This is an optimization exercise on Yosys and OpenROAD, whose aim is small area, a short achievable clock period and few clock cycles per item, not a production implementation.
The RTL was checked by simulation tests, not by an equivalence proof against the original design.

==> job 2247 <==
==> flow/design.v <==
`timescale 1ns/1ps
module cc8_rx (
    input  wire         clk,
    input  wire         rst,         
    input  wire         in_valid,
    input  wire [15:0]  in_edge,     
    input  wire         in_last,     
    output wire         in_ready,
    output reg          out_valid,   
    output wire [127:0] rxb,         
    output wire [7:0]   nbits,       
    output wire         dec_err,     
    output wire [7:0]   zrun_cnt,    
    output wire [4:0]   oct_cnt,     
    output wire [7:0]   crc          
);
    function [7:0] crc8_step;
        input [7:0] c_in;
        input [7:0] b;
        integer t;
        reg [7:0] c;
        begin
            c = c_in ^ b;
            for (t = 0; t < 8; t = t + 1)
                c = c[0] ? ((c >> 1) ^ 8'hD9) : (c >> 1);
            crc8_step = c;
        end
    endfunction
    reg         rdy;
    reg         v0, l0;
    reg [15:0]  e0;
    wire        acc = in_valid & rdy;
    assign in_ready = rdy;
    reg         v1, l1;
    reg [3:0]   r1;
    reg [15:0]  prev;
    wire [15:0] gap = e0 - prev;
    reg  [3:0]  r_c;
    always @* begin
        if (gap[15:7] != 9'd0) r_c = 4'd10;
        else if (gap[6:0] >= 7'd95) r_c = 4'd10;
        else if (gap[6:0] >= 7'd85) r_c = 4'd9;
        else if (gap[6:0] >= 7'd75) r_c = 4'd8;
        else if (gap[6:0] >= 7'd65) r_c = 4'd7;
        else if (gap[6:0] >= 7'd55) r_c = 4'd6;
        else if (gap[6:0] >= 7'd45) r_c = 4'd5;
        else if (gap[6:0] >= 7'd35) r_c = 4'd4;
        else if (gap[6:0] >= 7'd25) r_c = 4'd3;
        else if (gap[6:0] >= 7'd15) r_c = 4'd2;
        else if (gap[6:0] >= 7'd5)  r_c = 4'd1;
        else r_c = 4'd0;
    end
    reg [127:0] bits;
    reg [7:0]   nb;
    reg         sb;          
    reg         lv;          
    reg         err;
    reg [7:0]   zc;
    reg         ef;          
    reg         fresh;       
    reg [7:0]   asm;         
    reg [7:0]   crc_r;
    reg         p1, p2;
    reg [3:0]   xr;          
    assign rxb      = bits;
    assign nbits    = nb;
    assign dec_err  = err;
    assign zrun_cnt = zc;
    assign crc      = crc_r;
    assign oct_cnt  = (bits[3:0] == 4'd0) ? 5'd2 : ({1'b0, bits[3:0]} + 5'd1);
    wire xact    = (xr != 4'd0) & ~p2;
    wire act_gap = v1 & ~ef & ~xact;
    wire act_fst = v1 &  ef & ~xact;
    wire act_p1  = p1 & ~xact;
    wire s1_hold = v1 & xact;
    wire [7:0] nb_e  = fresh ? 8'd0 : nb;
    wire       sb_e  = ~fresh & sb;
    wire       lv_e  = fresh | lv;
    wire       err_e = ~fresh & err;
    wire [7:0] zc_e  = fresh ? 8'd0 : zc;
    wire       pv_e  = ~err_e & lv_e;     
    wire       pv_r  = ~err & lv;
    wire [4:0] ci = nb_e[7:3];
    wire [2:0] lo = nb_e[2:0];
    reg  [7:0] th;
    always @* begin
        case (lo)
            3'd0: th = 8'b11111111;
            3'd1: th = 8'b11111110;
            3'd2: th = 8'b11111100;
            3'd3: th = 8'b11111000;
            3'd4: th = 8'b11110000;
            3'd5: th = 8'b11100000;
            3'd6: th = 8'b11000000;
            default: th = 8'b10000000;
        endcase
    end
    wire       v     = (p2 | xact) ? pv_r : (act_p1 ? pv_e : lv_e);
    wire [7:0] asm_f = (th & {8{v}}) | (~th & asm);
    wire [3:0] r      = r1;
    wire [3:0] r_adj  = r - {3'd0, ~sb_e};
    wire [3:0] room   = 4'd8 - {1'b0, lo};
    wire       dec    = ~err_e & ~nb_e[7];
    wire       zero   = (r == 4'd0);
    wire       bad    = (r_adj > 4'd8);
    wire       app    = act_gap & dec & ~zero & ~bad;
    wire       fill   = (r_adj >= room);           
    wire       crs    = app & fill;
    wire [2:0] lo_n   = lo + r_adj[2:0];
    wire [4:0] ci_n   = ci + 5'd1;
    wire [7:0] nb_n   = fill ? {ci_n, 3'd0} : {ci, lo_n};
    wire [4:0] oct_b  = (bits[3:0] == 4'd0) ? 5'd2 : ({1'b0, bits[3:0]} + 5'd1);
    wire [3:0] len_p1 = (ci == 5'd0) ? asm_f[3:0] : bits[3:0];
    wire [4:0] oct_p1 = (len_p1 == 4'd0) ? 5'd2 : ({1'b0, len_p1} + 5'd1);
    wire [5:0] mx     = {1'b0, oct_p1} - 6'd2 - {1'b0, ci};
    wire [3:0] m_x    = mx[5] ? 4'd0 : mx[3:0];
    wire [4:0] cr     = nb[7:3];             
    wire [5:0] cr1    = {1'b0, cr} + 6'd1;
    wire       in_oct = (ci == 5'd0) | (ci < oct_b);
    wire       crc_en = (crs & in_oct) | (act_p1 & in_oct) |
                        (p2 & (cr1 < {1'b0, oct_b})) | xact;
    wire [7:0] crc_b  = (fresh & ~(p2 | xact)) ? 8'hFF : crc_r;
    wire [7:0] crc_n  = crc8_step(crc_b, asm_f);
    reg [15:0] dci, gtc;
    integer a;
    always @* begin
        dci = 16'd0;
        if (!ci[4]) dci[ci[3:0]] = 1'b1;
        for (a = 0; a < 16; a = a + 1)
            gtc[a] = (cr[4] == 1'b0) && (a > cr[3:0]);
    end
    wire [15:0] we = ({16{crs | act_p1}} & dci) | ({16{p2}} & gtc);
    wire xlow = act_p1 ? (m_x != 4'd0) :
                p2     ? (xr != 4'd0) :
                xact   ? (xr >= 4'd2) : 1'b0;
    integer q;
    always @(posedge clk) begin
        e0 <= in_edge;
        l0 <= in_last;
        if (!s1_hold) begin
            l1 <= l0;
            r1 <= r_c;
            if (v0) prev <= e0;
        end
        for (q = 0; q < 16; q = q + 1)
            if (we[q]) bits[8*q +: 8] <= asm_f;
        if (act_gap | act_p1 | p2 | xact)
            crc_r <= crc_en ? crc_n : crc_b;
        if (act_gap | act_p1)
            asm <= (crs | act_p1) ? {8{v}} : asm_f;
        if (act_gap) begin
            lv  <= ~lv_e;
            nb  <= app ? nb_n : nb_e;
            sb  <= app ? ~fill : sb_e;
            err <= err_e | (dec & ~zero & bad);
            zc  <= (dec & zero & (zc_e != 8'hFF)) ? zc_e + 8'd1 : zc_e;
        end else if (act_p1) begin
            lv  <= lv_e;
            nb  <= nb_e;
            err <= err_e;
            zc  <= zc_e;
        end
        if (rst) begin
            rdy   <= 1'b1;
            v0    <= 1'b0;
            v1    <= 1'b0;
            ef    <= 1'b1;
            fresh <= 1'b0;
            p1    <= 1'b0;
            p2    <= 1'b0;
            xr    <= 4'd0;
            out_valid <= 1'b0;
        end else begin
            rdy <= ~(acc & in_last) & ~xlow;
            v0  <= acc;
            if (!s1_hold)
                v1 <= v0;
            if (act_gap | act_fst)
                ef <= l1;
            if (act_fst)
                fresh <= 1'b1;
            else if (act_gap | act_p1)
                fresh <= 1'b0;
            p1 <= ((act_gap | act_fst) & l1) | (p1 & ~act_p1);
            p2 <= act_p1;
            if (act_p1)
                xr <= m_x;
            else if (xact)
                xr <= xr - 4'd1;
            out_valid <= (p2 & (xr == 4'd0)) | (xact & (xr == 4'd1));
        end
    end
endmodule
==> flow/run.sh <==
#!/bin/bash
# synth_recipe.tcl (not shown) runs the flow's synth.tcl, then flattens the netlist and writes it again
# the make line also repeats each setting of config.mk as NAME=value (left out here)
make -C /OpenROAD-flow-scripts/flow DESIGN_CONFIG=/design/flow/config.mk WORK_HOME=/design/flow/orfs CLKGATE_MAP_FILE= SYNTH_SCRIPT=/design/flow/synth_recipe.tcl finish
==> flow/config.mk <==
export PLATFORM = sky130hd
export DESIGN_NAME = cc8_rx
export DESIGN_NICKNAME = cc8_rx
export VERILOG_FILES = /design/flow/design.v
export SDC_FILE = /design/flow/constraint.sdc
export NUM_CORES = 4
export LEC_CHECK = 0
export CAP_MARGIN = 20
export CORE_MARGIN = 2
export CORE_UTILIZATION = 40
export SLEW_MARGIN = 20
==> flow/constraint.sdc <==
create_clock -name core_clock -period 20.0 [get_ports {clk}]
set_input_delay 4.0000 -clock core_clock [delete_from_list [all_inputs] [get_ports {clk}]]
set_output_delay 4.0000 -clock core_clock [all_outputs]
set_load 0.01 [all_outputs]
==> job 6025 (differences from job 2247) <==
==> flow/design.v, changed modules only <==
module cc8_rx (
    input  wire         clk,
    input  wire         rst,         
    input  wire         in_valid,
    input  wire [15:0]  in_edge,     
    input  wire         in_last,     
    output wire         in_ready,
    output reg          out_valid,   
    output wire [127:0] rxb,         
    output wire [7:0]   nbits,       
    output wire         dec_err,     
    output wire [7:0]   zrun_cnt,    
    output wire [4:0]   oct_cnt,     
    output wire [7:0]   crc          
);
    function [7:0] crc8_step;
        input [7:0] c_in;
        input [7:0] b;
        integer t;
        reg [7:0] c;
        begin
            c = c_in ^ b;
            for (t = 0; t < 8; t = t + 1)
                c = c[0] ? ((c >> 1) ^ 8'hD9) : (c >> 1);
            crc8_step = c;
        end
    endfunction
    reg         rdy;
    reg         v0, l0;
    reg [15:0]  e0;
    wire        acc = in_valid & rdy;
    assign in_ready = rdy;
    reg         v1, f1, l1, nf;
    reg [3:0]   r1;
    reg [15:0]  prev;
    wire [15:0] gap = e0 - prev;
    reg  [3:0]  r_c;
    always @* begin
        if (gap[15:7] != 9'd0) r_c = 4'd10;
        else if (gap[6:0] >= 7'd95) r_c = 4'd10;
        else if (gap[6:0] >= 7'd85) r_c = 4'd9;
        else if (gap[6:0] >= 7'd75) r_c = 4'd8;
        else if (gap[6:0] >= 7'd65) r_c = 4'd7;
        else if (gap[6:0] >= 7'd55) r_c = 4'd6;
        else if (gap[6:0] >= 7'd45) r_c = 4'd5;
        else if (gap[6:0] >= 7'd35) r_c = 4'd4;
        else if (gap[6:0] >= 7'd25) r_c = 4'd3;
        else if (gap[6:0] >= 7'd15) r_c = 4'd2;
        else if (gap[6:0] >= 7'd5)  r_c = 4'd1;
        else r_c = 4'd0;
    end
    reg [127:0] bits;
    reg [7:0]   nb;
    reg [3:0]   pos;
    reg         lv;          
    reg         err;
    reg [7:0]   zc;
    reg         fresh;       
    reg [7:0]   asm;         
    reg [7:0]   crc_r;
    reg         p1, p2;
    reg [3:0]   xr;          
    assign rxb      = bits;
    assign nbits    = nb;
    assign dec_err  = err;
    assign zrun_cnt = zc;
    assign crc      = crc_r;
    assign oct_cnt  = (bits[3:0] == 4'd0) ? 5'd2 : ({1'b0, bits[3:0]} + 5'd1);
    wire xact    = (xr != 4'd0) & ~p2;
    wire act_gap = v1 & ~f1 & ~xact;
    wire act_fst = v1 &  f1 & ~xact;
    wire act_p1  = p1 & ~xact;
    wire s1_hold = v1 & xact;
    wire [7:0] nb_e  = fresh ? 8'd0 : nb;
    wire [3:0] pos_e = fresh ? 4'd0 : pos;
    wire       lv_e  = fresh | lv;
    wire       err_e = ~fresh & err;
    wire [7:0] zc_e  = fresh ? 8'd0 : zc;
    wire       pv_e  = ~err_e & lv_e;     
    wire       pv_r  = ~err & lv;
    wire [4:0] ci = nb_e[7:3];
    wire [2:0] lo = nb_e[2:0];
    wire       v  = (p2 | xact) ? pv_r : (act_p1 ? pv_e : lv_e);
    reg  [7:0] asm_f;
    integer b;
    always @* begin
        for (b = 0; b < 8; b = b + 1)
            asm_f[b] = (b >= lo) ? v : asm[b];
    end
    wire [3:0] r      = r1;
    wire       at_st  = (pos_e == 4'd0);
    wire [3:0] r_adj  = at_st ? (r - 4'd1) : r;
    wire [3:0] pos_a  = at_st ? 4'd1 : pos_e;
    wire       dec    = ~err_e & ~nb_e[7];
    wire       zero   = (r == 4'd0);
    wire       bad    = (r_adj > 4'd8);
    wire [3:0] room_g = 4'd9 - pos_a;
    wire [7:0] room_c = 8'd128 - nb_e;
    wire [3:0] k_a    = (r_adj < room_g) ? r_adj : room_g;
    wire [3:0] k      = ({4'd0, k_a} < room_c) ? k_a : room_c[3:0];
    wire       app    = act_gap & dec & ~zero & ~bad;
    wire [7:0] nb_n   = nb_e + {4'd0, k};
    wire [3:0] pos_s  = pos_a + k;
    wire [3:0] pos_n  = (pos_s == 4'd9) ? 4'd0 : pos_s;
    wire       crs  = app & ({1'b0, lo} + k >= 4'd8);
    wire [4:0] oct_b  = (bits[3:0] == 4'd0) ? 5'd2 : ({1'b0, bits[3:0]} + 5'd1);
    wire [3:0] len_p1 = (ci == 5'd0) ? asm_f[3:0] : bits[3:0];
    wire [4:0] oct_p1 = (len_p1 == 4'd0) ? 5'd2 : ({1'b0, len_p1} + 5'd1);
    wire [5:0] mx     = {1'b0, oct_p1} - 6'd2 - {1'b0, ci};
    wire [3:0] m_x    = mx[5] ? 4'd0 : mx[3:0];
    wire [4:0] cr     = nb[7:3];             
    wire [5:0] cr1    = {1'b0, cr} + 6'd1;
    wire       in_oct = (ci == 5'd0) | (ci < oct_b);
    wire       crc_en = (crs & in_oct) | (act_p1 & in_oct) |
                        (p2 & (cr1 < {1'b0, oct_b})) | xact;
    wire [7:0] crc_b  = (fresh & ~(p2 | xact)) ? 8'hFF : crc_r;
    wire [7:0] crc_n  = crc8_step(crc_b, asm_f);
    reg [15:0] we;
    integer a;
    always @* begin
        for (a = 0; a < 16; a = a + 1)
            we[a] = ((crs | act_p1) & (ci == a)) | (p2 & (cr < a));
    end
    wire xlow = act_p1 ? (m_x != 4'd0) :
                p2     ? (xr != 4'd0) :
                xact   ? (xr >= 4'd2) : 1'b0;
    integer q;
    always @(posedge clk) begin
        e0 <= in_edge;
        l0 <= in_last;
        if (!s1_hold) begin
            f1 <= nf;
            l1 <= l0;
            r1 <= r_c;
            if (v0) prev <= e0;
        end
        for (q = 0; q < 16; q = q + 1)
            if (we[q]) bits[8*q +: 8] <= asm_f;
        if (act_gap | act_p1 | p2 | xact)
            crc_r <= crc_en ? crc_n : crc_b;
        if (act_gap | act_p1)
            asm <= (crs | act_p1) ? {8{v}} : asm_f;
        if (act_gap) begin
            lv  <= ~lv_e;
            nb  <= app ? nb_n : nb_e;
            pos <= app ? pos_n : pos_e;
            err <= err_e | (act_gap & dec & ~zero & bad);
            zc  <= (dec & zero & (zc_e != 8'hFF)) ? zc_e + 8'd1 : zc_e;
        end else if (act_p1) begin
            lv  <= lv_e;
            nb  <= nb_e;
            err <= err_e;
            zc  <= zc_e;
        end
        if (rst) begin
            rdy   <= 1'b1;
            v0    <= 1'b0;
            v1    <= 1'b0;
            nf    <= 1'b1;
            fresh <= 1'b0;
            p1    <= 1'b0;
            p2    <= 1'b0;
            xr    <= 4'd0;
            out_valid <= 1'b0;
        end else begin
            rdy <= ~(acc & in_last) & ~xlow;
            v0  <= acc;
            if (!s1_hold) begin
                v1 <= v0;
                if (v0) nf <= l0;
            end
            if (act_fst)
                fresh <= 1'b1;
            else if (act_gap | act_p1)
                fresh <= 1'b0;
            p1 <= ((act_gap | act_fst) & l1) | (p1 & ~act_p1);
            p2 <= act_p1;
            if (act_p1)
                xr <= m_x;
            else if (xact)
                xr <= xr - 4'd1;
            out_valid <= (p2 & (xr == 4'd0)) | (xact & (xr == 4'd1));
        end
    end
endmodule
==> out/qor.yml <==
status: "timing/DRC/antenna clean"
critPathCapture: "bits[14]$_DFFE_PP_"
syn-instance-count: 909
clkPwrFrac: 0.302
timing.rr.end: "bits[14]$_DFFE_PP_"
synth_commonest_cells: "187 x edfxtp_1, 74 x inv_1, 60 x ha_1"
sh_seq_area: 0.449
dr.pass1.iters: 5
switching_power_mw: 0.439
p_int_mw: 0.984
wl_per_cell_um: 17.8
wl_met1_um: 11900
the above is filed under job 6025

==> out/qor.yml <==
syn-instance-count: 822
status: "timing/DRC/antenna clean"
largest_reg_flops: 128
p_int_mw: 1.05
wl_met1_um: 10300
switching_power_mw: 0.453
timing.rr.end: "rdy$_SDFF_PP1_"
sh_seq_area: 0.460
critPathCapture: "oct_cnt[1]"
dr.pass1.iters: 4
synth_commonest_cells: "183 x edfxtp_1, 68 x nand2_1, 63 x nor2_1"
wl_per_cell_um: 17.2
clkPwrFrac: 0.310
the above is filed under job 2247

Testbench counts of job 2247, summed over its fixed seeds: cycles 7,968, frames 192.
Testbench counts of job 6025, summed over its fixed seeds: cycles 7,968, frames 192.

static timing again, ports no longer ideal:
Ports are ideal in the flow. The routed layouts listed here were re-timed in OpenROAD.
Step 1, drivers: a clkbuf_16 drives clk and a buf_2 each remaining input, both assumed.
Step 2 times the ports against the registers' clock, not the clock port: input delays grow and output delays shrink by t, the midpoint of the rising clock arrivals with the driver on.
a / b / c = ideal / step 1 / step 2; a / b = the first two.
run	t (ns)	setup WS [ns]	cell pins on the clock port's net
job 2247	0.553	13.550 / 13.507 / 14.060	1
job 6025	0.558	12.549 / 12.549 / 12.549	1
After both steps setup and hold are still met in every run listed.
